Source: an optimization exercise on an open RTL-to-GDS flow (aim: small area, a short achievable clock period and few clock cycles per item). Production flows keep margins and buffers that such runs may drop. The RTL was checked by simulation tests, not by an equivalence proof against the original design.

==> wip/xenon <==
Design aurora_xu, start of the top module:
module aurora_xu (
    input  wire        clk,
    input  wire        rst,           
    input  wire        req_valid,
    output wire        req_ready,
    input  wire [7:0]  req_op,
    input  wire [31:0] req_a,         
    input  wire [31:0] req_b,         
    output reg         rsp_valid,
    output reg  [31:0] rsp_result,
    output reg         rsp_wr,        
    output reg         rsp_flags_we,  
    output reg  [3:0]  rsp_flags,     
    output reg         rsp_fault,     
    output reg         rsp_illegal    
);
    localparam [7:0] OP_ADD  = 8'h01, OP_SUB  = 8'h02, OP_MUL  = 8'h03, OP_DIV  = 8'h04,
                     OP_MOD  = 8'h05, OP_AND  = 8'h06, OP_OR   = 8'h07, OP_XOR  = 8'h08,
                     OP_CMP  = 8'h09, OP_TEST = 8'h0A, OP_SLT  = 8'h0B, OP_SLE  = 8'h0C,
                     OP_SEQ  = 8'h0D, OP_SNE  = 8'h0E, OP_MOVE = 8'h11,
                     OP_FADD = 8'h50, OP_FSUB = 8'h51, OP_FMUL = 8'h52, OP_FDIV = 8'h53,
                     OP_FCMP = 8'h54, OP_FCVT = 8'h55, OP_ICVT = 8'h56, OP_FMOV = 8'h57,
                     OP_VADD = 8'h60, OP_VSUB = 8'h61, OP_VMUL = 8'h62, OP_VDOT = 8'h63;
    reg        i_v;
    reg  [7:0] i_op;
    reg [31:0] i_a, i_b;
    reg        x_last;             
    reg  [1:0] xc;                 
    reg  [4:0] ka, kb;             
    reg [31:0] m_a, m_b;           
  ...
==> flow/config.mk <==
export PLATFORM = sky130hd
export DESIGN_NAME = aurora_xu
export DESIGN_NICKNAME = aurora_xu
export VERILOG_FILES = /design/flow/design.v
export SDC_FILE = /design/flow/constraint.sdc
export NUM_CORES = 4
export LEC_CHECK = 0
export CAP_MARGIN = 20
export CORE_MARGIN = 2
export CORE_UTILIZATION = 30
export PLACE_DENSITY = 0.4
export SLEW_MARGIN = 20
==> flow/constraint.sdc <==
create_clock -name core_clock -period 24.0 [get_ports {clk}]
set_input_delay 4.8000 -clock core_clock [delete_from_list [all_inputs] [get_ports {clk}]]
set_output_delay 4.8000 -clock core_clock [all_outputs]
set_load 0.01 [all_outputs]
standard.sh (not shown) runs the stock make flow with config.mk's settings and CLKGATE_MAP_FILE= SYNTH_SCRIPT=/design/flow/synth_recipe.tcl, a recipe that flattens the netlist after the stock synthesis.
==> flow/flow/run.sh <==
#!/bin/bash
# Layout flow: the standard ORFS flow (standard.sh) unchanged, with a
# larger setup-slack margin for ORFS's timing repair so that it sizes and
# buffers the critical paths, and more headroom for slew and capacitance
# repair. Clock period, constraints and synthesis are the standard flow's own. The make
# output goes to flow.log in this folder; ORFS writes each step's log under
# orfs/logs/.
set -euo pipefail
bash standard.sh SETUP_SLACK_MARGIN=17 SLEW_MARGIN=30 CAP_MARGIN=30 finish > flow.log 2>&1
==> wip/umber (differences from wip/xenon) <==
--- a/flow/design.v
+++ b/flow/design.v
@@ -295,20 +295,18 @@
             f_fwe   <= x_fwe;
             f_zn    <= x_zn;
             f_fl    <= x_fl;
             f_fault <= x_fault;
             f_ill   <= x_ill;
         end
-        if (f_v && !f_slow) begin
-            rsp_result   <= fin_res;
-            rsp_wr       <= f_wr;
-            rsp_flags_we <= f_fwe;
-            rsp_flags    <= fin_fl;
-            rsp_fault    <= f_fault;
-            rsp_illegal  <= f_ill;
-        end
+        rsp_result   <= fin_res;
+        rsp_wr       <= f_wr;
+        rsp_flags_we <= f_fwe;
+        rsp_flags    <= fin_fl;
+        rsp_fault    <= f_fault;
+        rsp_illegal  <= f_ill;
         if (req_ready) begin
             i_op <= req_op;
             i_a  <= req_a;
             i_b  <= req_b;
             is_mul  <= (req_op == OP_MUL);
             is_vmul <= (req_op == OP_VMUL);
@@ -382,49 +380,46 @@
     output reg         v
 );
     localparam [7:0] OP_ADD  = 8'h01, OP_SUB  = 8'h02, OP_AND  = 8'h06, OP_OR   = 8'h07,
                      OP_XOR  = 8'h08, OP_CMP  = 8'h09, OP_TEST = 8'h0A, OP_SLT  = 8'h0B,
                      OP_SLE  = 8'h0C, OP_SEQ  = 8'h0D, OP_SNE  = 8'h0E, OP_MOVE = 8'h11,
                      OP_FMOV = 8'h57, OP_VADD = 8'h60, OP_VSUB = 8'h61;
-    wire [32:0] add_full = {1'b0, a} + {1'b0, b};
-    wire [32:0] sub_full = {1'b0, a} - {1'b0, b};
-    wire [31:0] diff     = sub_full[31:0];
-    wire        borrow   = sub_full[32];
-    wire        eq       = (a == b);
-    wire        slt      = (a[31] != b[31]) ? a[31] : borrow;
-    wire        add_v    = (a[31] ^ add_full[31]) & (b[31] ^ add_full[31]);
-    wire        sub_v    = (a[31] ^ b[31]) & (a[31] ^ diff[31]);
-    reg  [31:0] vadd, vsub;
-    integer     i;
-    always @* begin
-        for (i = 0; i < 4; i = i + 1) begin
-            vadd[8*i +: 8] = a[8*i +: 8] + b[8*i +: 8];
-            vsub[8*i +: 8] = a[8*i +: 8] - b[8*i +: 8];
-        end
-    end
+    wire        sub  = (op != OP_ADD) && (op != OP_VADD);
+    wire        simd = (op == OP_VADD) || (op == OP_VSUB);
+    wire [31:0] bx   = b ^ {32{sub}};
+    wire        sp_a = !simd || sub;
+    wire        sp_b = simd && sub;
+    wire [35:0] sum  = {1'b0, a[31:24], sp_a, a[23:16], sp_a, a[15:8], sp_a, a[7:0]}
+                     + {1'b0, bx[31:24], sp_b, bx[23:16], sp_b, bx[15:8], sp_b, bx[7:0]}
+                     + {35'd0, sub};
+    wire [31:0] r    = {sum[34:27], sum[25:18], sum[16:9], sum[7:0]};
+    wire        cout = sum[35];
+    wire        eq   = (a == b);
+    wire        slt  = (a[31] != b[31]) ? a[31] : !cout;
+    wire        add_v = (a[31] ^ r[31]) & (b[31] ^ r[31]);
+    wire        sub_v = (a[31] ^ b[31]) & (a[31] ^ r[31]);
     always @* begin
         result   = 32'd0;
         wr       = 1'b1;
         flags_we = 1'b0;
         c        = 1'b0;
         v        = 1'b0;
         case (op)
-            OP_ADD:  begin result = add_full[31:0]; flags_we = 1'b1; c = add_full[32]; v = add_v; end
-            OP_SUB:  begin result = diff;  flags_we = 1'b1; c = borrow; v = sub_v; end
+            OP_ADD:  begin result = r; flags_we = 1'b1; c = cout; v = add_v; end
+            OP_SUB:  begin result = r; flags_we = 1'b1; c = !cout; v = sub_v; end
             OP_AND:  begin result = a & b; flags_we = 1'b1; end
             OP_OR:   begin result = a | b; flags_we = 1'b1; end
             OP_XOR:  begin result = a ^ b; flags_we = 1'b1; end
-            OP_CMP:  begin result = diff;  flags_we = 1'b1; c = borrow; v = sub_v; wr = 1'b0; end
+            OP_CMP:  begin result = r; flags_we = 1'b1; c = !cout; v = sub_v; wr = 1'b0; end
             OP_TEST: begin result = a & b; flags_we = 1'b1; wr = 1'b0; end
             OP_SLT:  result = {31'd0, slt};
             OP_SLE:  result = {31'd0, slt | eq};
             OP_SEQ:  result = {31'd0, eq};
             OP_SNE:  result = {31'd0, !eq};
             OP_MOVE, OP_FMOV: result = a;
-            OP_VADD: result = vadd;
-            OP_VSUB: result = vsub;
+            OP_VADD, OP_VSUB: result = r;
             default: wr = 1'b0;
         endcase
     end
 endmodule
 module xu_mul (
     input  wire [31:0] a,
@@ -2552,21 +2547,23 @@
         else if (a_inf || b_zero)
             div_spec_res = {ms, 8'hFF, 23'd0};
         else
             div_spec_res = {ms, 31'd0};
     end
     reg lt;
+    wire mag_lt = a[30:0] < b[30:0];
+    wire mag_eq = a[30:0] == b[30:0];
     always @* begin
         if (a_zero && b_zero)
             lt = 1'b0;
         else if (a[31] != b[31])
             lt = a[31];
         else if (!a[31])
-            lt = a[30:0] < b[30:0];
+            lt = mag_lt;
         else
-            lt = a[30:0] > b[30:0];
+            lt = !mag_lt && !mag_eq;
         if (a_nan || b_nan)
             cmp_flags = 4'b0010;
         else
             cmp_flags = {(a == b) || (a_zero && b_zero), lt, 2'b00};
     end
     wire [31:0] neg_a;
==> flow/flow/run.sh (replaced) <==
#!/bin/bash
# Layout flow: the standard ORFS flow (standard.sh) unchanged, with a
# larger setup-slack margin for ORFS's timing repair so that it sizes and
# buffers the critical paths, more headroom for slew and capacitance repair,
# and a denser core. Clock period, constraints and synthesis are the standard flow's own.
# The make output goes to flow.log in this folder; ORFS writes each step's
# log under orfs/logs/.
set -euo pipefail
bash standard.sh SETUP_SLACK_MARGIN=16 SLEW_MARGIN=30 CAP_MARGIN=30 \
    CORE_UTILIZATION=50 PLACE_DENSITY=0.65 finish > flow.log 2>&1
==> wip/zinc (differences from wip/xenon) <==
--- a/flow/design.v
+++ b/flow/design.v
@@ -26,16 +26,14 @@
     reg [31:0] i_a, i_b;
     reg        x_last;             
     reg  [1:0] xc;                 
     reg  [4:0] ka, kb;             
     reg [31:0] m_a, m_b;           
     reg [47:0] p0;                 
-    reg [15:0] v00;                
     reg [31:0] dv_r;               
     reg [33:0] dv_d;               
-    reg [31:0] dv_q;               
     reg  [3:0] dv_n;               
     reg        dv_z, dv_t;         
     reg        dv_fd;              
     reg        f_v;
     reg        f_fp;               
     reg        f_slow;             
@@ -92,13 +90,13 @@
         .a(mul_a), .b16(mul_b), .simd(is_simd), .hi(pass1),
         .acc(pass1 ? p0[47:16] : 32'd0), .p(mul_p), .hi_nz(mul_hi_nz)
     );
     wire [31:0] mul_lo   = {mul_p[15:0], p0[15:0]};
     wire        mul_c    = mul_hi_nz;
     wire [31:0] vmul_res = {mul_p[39:32], mul_p[23:16], p0[23:16], p0[7:0]};
-    wire [17:0] vdot_sum = {2'd0, v00} + {2'd0, p0[15:0]} + {2'd0, p0[31:16]} + {2'd0, p0[47:32]};
+    wire [17:0] vdot_sum = {2'd0, dv_r[15:0]} + {2'd0, p0[15:0]} + {2'd0, p0[31:16]} + {2'd0, p0[47:32]};
     wire        fmul_st  = (mul_p[3:0] != 0) || (p0[15:0] != 0);
     function [5:0] clz32;
         input [31:0] v;
         reg   [31:0] t;
         reg   [4:0]  n;
         begin
@@ -137,13 +135,13 @@
             assign st_nz[g] = ge ? ({2'd0, st_r[g]} != st_d[g]) : (st_r[g] != 32'd0);
             assign st_q[1-g]  = ge;
             assign st_r[g+1] = dv_fd ? {r1[30:0], 1'b0} : r1;
             assign st_d[g+1] = dv_fd ? st_d[g] : {1'b0, st_d[g][33:1]};
         end
     endgenerate
-    wire [31:0] dv_q_n = {dv_q[29:0], st_q};
+    wire [31:0] dv_q_n = {p0[29:0], st_q};
     wire [31:0] dv_r_n = st_r[2];
     wire [31:0] idiv_res = dv_t ? (is_mod ? i_a : 32'd0) : (is_mod ? dv_r_n : dv_q_n);
     reg        x_fp, x_slow, x_sign, x_zsign, x_st;
     reg [31:0] x_res;
     reg signed [9:0] x_e;
     reg        x_wr, x_fwe, x_zn, x_fault, x_ill;
@@ -295,20 +293,18 @@
             f_fwe   <= x_fwe;
             f_zn    <= x_zn;
             f_fl    <= x_fl;
             f_fault <= x_fault;
             f_ill   <= x_ill;
         end
-        if (f_v && !f_slow) begin
-            rsp_result   <= fin_res;
-            rsp_wr       <= f_wr;
-            rsp_flags_we <= f_fwe;
-            rsp_flags    <= fin_fl;
-            rsp_fault    <= f_fault;
-            rsp_illegal  <= f_ill;
-        end
+        rsp_result   <= fin_res;
+        rsp_wr       <= f_wr;
+        rsp_flags_we <= f_fwe;
+        rsp_flags    <= fin_fl;
+        rsp_fault    <= f_fault;
+        rsp_illegal  <= f_ill;
         if (req_ready) begin
             i_op <= req_op;
             i_a  <= req_a;
             i_b  <= req_b;
             is_mul  <= (req_op == OP_MUL);
             is_vmul <= (req_op == OP_VMUL);
@@ -343,33 +339,33 @@
                 kb        <= kb + 5'd1;
             end
         end
         if (i_v && (is_mul || is_vmul || is_vdot || is_fmul) && !x_last && !prenorm_hold)
             p0 <= mul_p;
         if (i_v && is_vdot && xc == 2'd1)
-            v00 <= p0[15:0];
+            dv_r[15:0] <= p0[15:0];
         if (i_v && !x_last && xc == 2'd0 && is_div) begin
             dv_z <= div_z;
             dv_t <= div_t;
             dv_fd <= 1'b0;
             dv_r <= i_a;
             dv_d <= {2'd0, i_b} << div_sh;
-            dv_q <= 32'd0;
+            p0[31:0] <= 32'd0;
             dv_n <= div_cy;
         end else if (i_v && !x_last && xc == 2'd0 && is_fdiv) begin
             dv_z <= 1'b0;
             dv_t <= 1'b0;
             dv_fd <= 1'b1;
             dv_r <= {8'd0, m_a[23:0]};
             dv_d <= {10'd0, m_b[23:0]};
-            dv_q <= 32'd0;
+            p0[31:0] <= 32'd0;
             dv_n <= 4'd13;
-        end else if (i_v && !x_last && xc != 2'd0) begin
+        end else if (i_v && !x_last && xc != 2'd0 && (is_div || is_fdiv)) begin
             dv_r <= dv_r_n;
             dv_d <= st_d[2];
-            dv_q <= dv_q_n;
+            p0[31:0] <= dv_q_n;
             dv_n <= dv_n - 4'd1;
         end
     end
 endmodule
 module xu_alu (
     input  wire [7:0]  op,
@@ -382,49 +378,46 @@
     output reg         v
 );
     localparam [7:0] OP_ADD  = 8'h01, OP_SUB  = 8'h02, OP_AND  = 8'h06, OP_OR   = 8'h07,
                      OP_XOR  = 8'h08, OP_CMP  = 8'h09, OP_TEST = 8'h0A, OP_SLT  = 8'h0B,
                      OP_SLE  = 8'h0C, OP_SEQ  = 8'h0D, OP_SNE  = 8'h0E, OP_MOVE = 8'h11,
                      OP_FMOV = 8'h57, OP_VADD = 8'h60, OP_VSUB = 8'h61;
-    wire [32:0] add_full = {1'b0, a} + {1'b0, b};
-    wire [32:0] sub_full = {1'b0, a} - {1'b0, b};
-    wire [31:0] diff     = sub_full[31:0];
-    wire        borrow   = sub_full[32];
-    wire        eq       = (a == b);
-    wire        slt      = (a[31] != b[31]) ? a[31] : borrow;
-    wire        add_v    = (a[31] ^ add_full[31]) & (b[31] ^ add_full[31]);
-    wire        sub_v    = (a[31] ^ b[31]) & (a[31] ^ diff[31]);
-    reg  [31:0] vadd, vsub;
-    integer     i;
-    always @* begin
-        for (i = 0; i < 4; i = i + 1) begin
-            vadd[8*i +: 8] = a[8*i +: 8] + b[8*i +: 8];
-            vsub[8*i +: 8] = a[8*i +: 8] - b[8*i +: 8];
-        end
-    end
+    wire        sub  = (op != OP_ADD) && (op != OP_VADD);
+    wire        simd = (op == OP_VADD) || (op == OP_VSUB);
+    wire [31:0] bx   = b ^ {32{sub}};
+    wire        sp_a = !simd || sub;
+    wire        sp_b = simd && sub;
+    wire [35:0] sum  = {1'b0, a[31:24], sp_a, a[23:16], sp_a, a[15:8], sp_a, a[7:0]}
+                     + {1'b0, bx[31:24], sp_b, bx[23:16], sp_b, bx[15:8], sp_b, bx[7:0]}
+                     + {35'd0, sub};
+    wire [31:0] r    = {sum[34:27], sum[25:18], sum[16:9], sum[7:0]};
+    wire        cout = sum[35];
+    wire        eq   = (a == b);
+    wire        slt  = (a[31] != b[31]) ? a[31] : !cout;
+    wire        add_v = (a[31] ^ r[31]) & (b[31] ^ r[31]);
+    wire        sub_v = (a[31] ^ b[31]) & (a[31] ^ r[31]);
     always @* begin
         result   = 32'd0;
         wr       = 1'b1;
         flags_we = 1'b0;
         c        = 1'b0;
         v        = 1'b0;
         case (op)
-            OP_ADD:  begin result = add_full[31:0]; flags_we = 1'b1; c = add_full[32]; v = add_v; end
-            OP_SUB:  begin result = diff;  flags_we = 1'b1; c = borrow; v = sub_v; end
+            OP_ADD:  begin result = r; flags_we = 1'b1; c = cout; v = add_v; end
+            OP_SUB:  begin result = r; flags_we = 1'b1; c = !cout; v = sub_v; end
             OP_AND:  begin result = a & b; flags_we = 1'b1; end
             OP_OR:   begin result = a | b; flags_we = 1'b1; end
             OP_XOR:  begin result = a ^ b; flags_we = 1'b1; end
-            OP_CMP:  begin result = diff;  flags_we = 1'b1; c = borrow; v = sub_v; wr = 1'b0; end
+            OP_CMP:  begin result = r; flags_we = 1'b1; c = !cout; v = sub_v; wr = 1'b0; end
             OP_TEST: begin result = a & b; flags_we = 1'b1; wr = 1'b0; end
             OP_SLT:  result = {31'd0, slt};
             OP_SLE:  result = {31'd0, slt | eq};
             OP_SEQ:  result = {31'd0, eq};
             OP_SNE:  result = {31'd0, !eq};
             OP_MOVE, OP_FMOV: result = a;
-            OP_VADD: result = vadd;
-            OP_VSUB: result = vsub;
+            OP_VADD, OP_VSUB: result = r;
             default: wr = 1'b0;
         endcase
     end
 endmodule
 module xu_mul (
     input  wire [31:0] a,
@@ -2552,21 +2545,23 @@
         else if (a_inf || b_zero)
             div_spec_res = {ms, 8'hFF, 23'd0};
         else
             div_spec_res = {ms, 31'd0};
     end
     reg lt;
+    wire mag_lt = a[30:0] < b[30:0];
+    wire mag_eq = a[30:0] == b[30:0];
     always @* begin
         if (a_zero && b_zero)
             lt = 1'b0;
         else if (a[31] != b[31])
             lt = a[31];
         else if (!a[31])
-            lt = a[30:0] < b[30:0];
+            lt = mag_lt;
         else
-            lt = a[30:0] > b[30:0];
+            lt = !mag_lt && !mag_eq;
         if (a_nan || b_nan)
             cmp_flags = 4'b0010;
         else
             cmp_flags = {(a == b) || (a_zero && b_zero), lt, 2'b00};
     end
     wire [31:0] neg_a;
==> flow/flow/run.sh (replaced) <==
#!/bin/bash
# Layout flow: the standard ORFS flow (standard.sh) unchanged, with a
# larger setup-slack margin for ORFS's timing repair so that it sizes and
# buffers the critical paths, more headroom for slew and capacitance repair,
# and a denser core. Clock period, constraints and synthesis are the standard flow's own.
# The make output goes to flow.log in this folder; ORFS writes each step's
# log under orfs/logs/.
set -euo pipefail
bash standard.sh SETUP_SLACK_MARGIN=16 SLEW_MARGIN=30 CAP_MARGIN=30 \
    CORE_UTILIZATION=50 PLACE_DENSITY=0.65 finish > flow.log 2>&1
==> notes <==
wip/xenon passed the timing, design-rule and antenna checks. wip/umber completed without violations. wip/zinc produced a clean layout.
Hold slack, highest first: wip/xenon, wip/umber, wip/zinc.
Between wip/umber and wip/xenon, the lower first-iteration DRC count is in wip/xenon (gap 55%, measured against wip/xenon).
Between wip/zinc and wip/xenon, the lower flip-flop and latch count is in wip/zinc (gap 46).
Testbench counts of wip/xenon, summed over its fixed seeds: cycles 26,511, items 16,000.
Testbench counts of wip/umber, summed over its fixed seeds: cycles 26,511, items 16,000.
Testbench counts of wip/zinc, summed over its fixed seeds: cycles 26,511, items 16,000.

==> static timing again, ports no longer ideal <==
How much do the figures lean on ideal ports? The routed layouts below were timed once more, with nothing changed but the port constraints. Step 1, drivers: a clkbuf_16 drives clk and a buf_2 each remaining input, both assumed. Step 2 adds t to the input delays and takes it off the output delays; t is the mean of the earliest and latest rising clock arrival at the registers after step 1. Input paths then give back, and output paths get back, about the clock's delay inside the block. a / b / c = no drivers / after step 1 / after step 2; a / b = the first two.
| run | t, ns | setup slack, ns | hold WS [ns] | latest minus earliest clock arrival (ns) |
|---|---|---|---|---|
| wip/xenon | 0.812 | 16.292 / 16.292 / 16.292 | 0.414 / 0.414 / 0.414 | 0.091 / 0.092 |
| wip/umber | 0.793 | 15.905 / 15.905 / 15.905 | 0.354 / 0.354 / 0.354 | 0.084 / 0.083 |
| wip/zinc | 0.762 | 15.829 / 15.829 / 15.829 | 0.326 / 0.326 / 0.326 | 0.045 / 0.045 |
After both steps setup and hold are still met in every run listed.
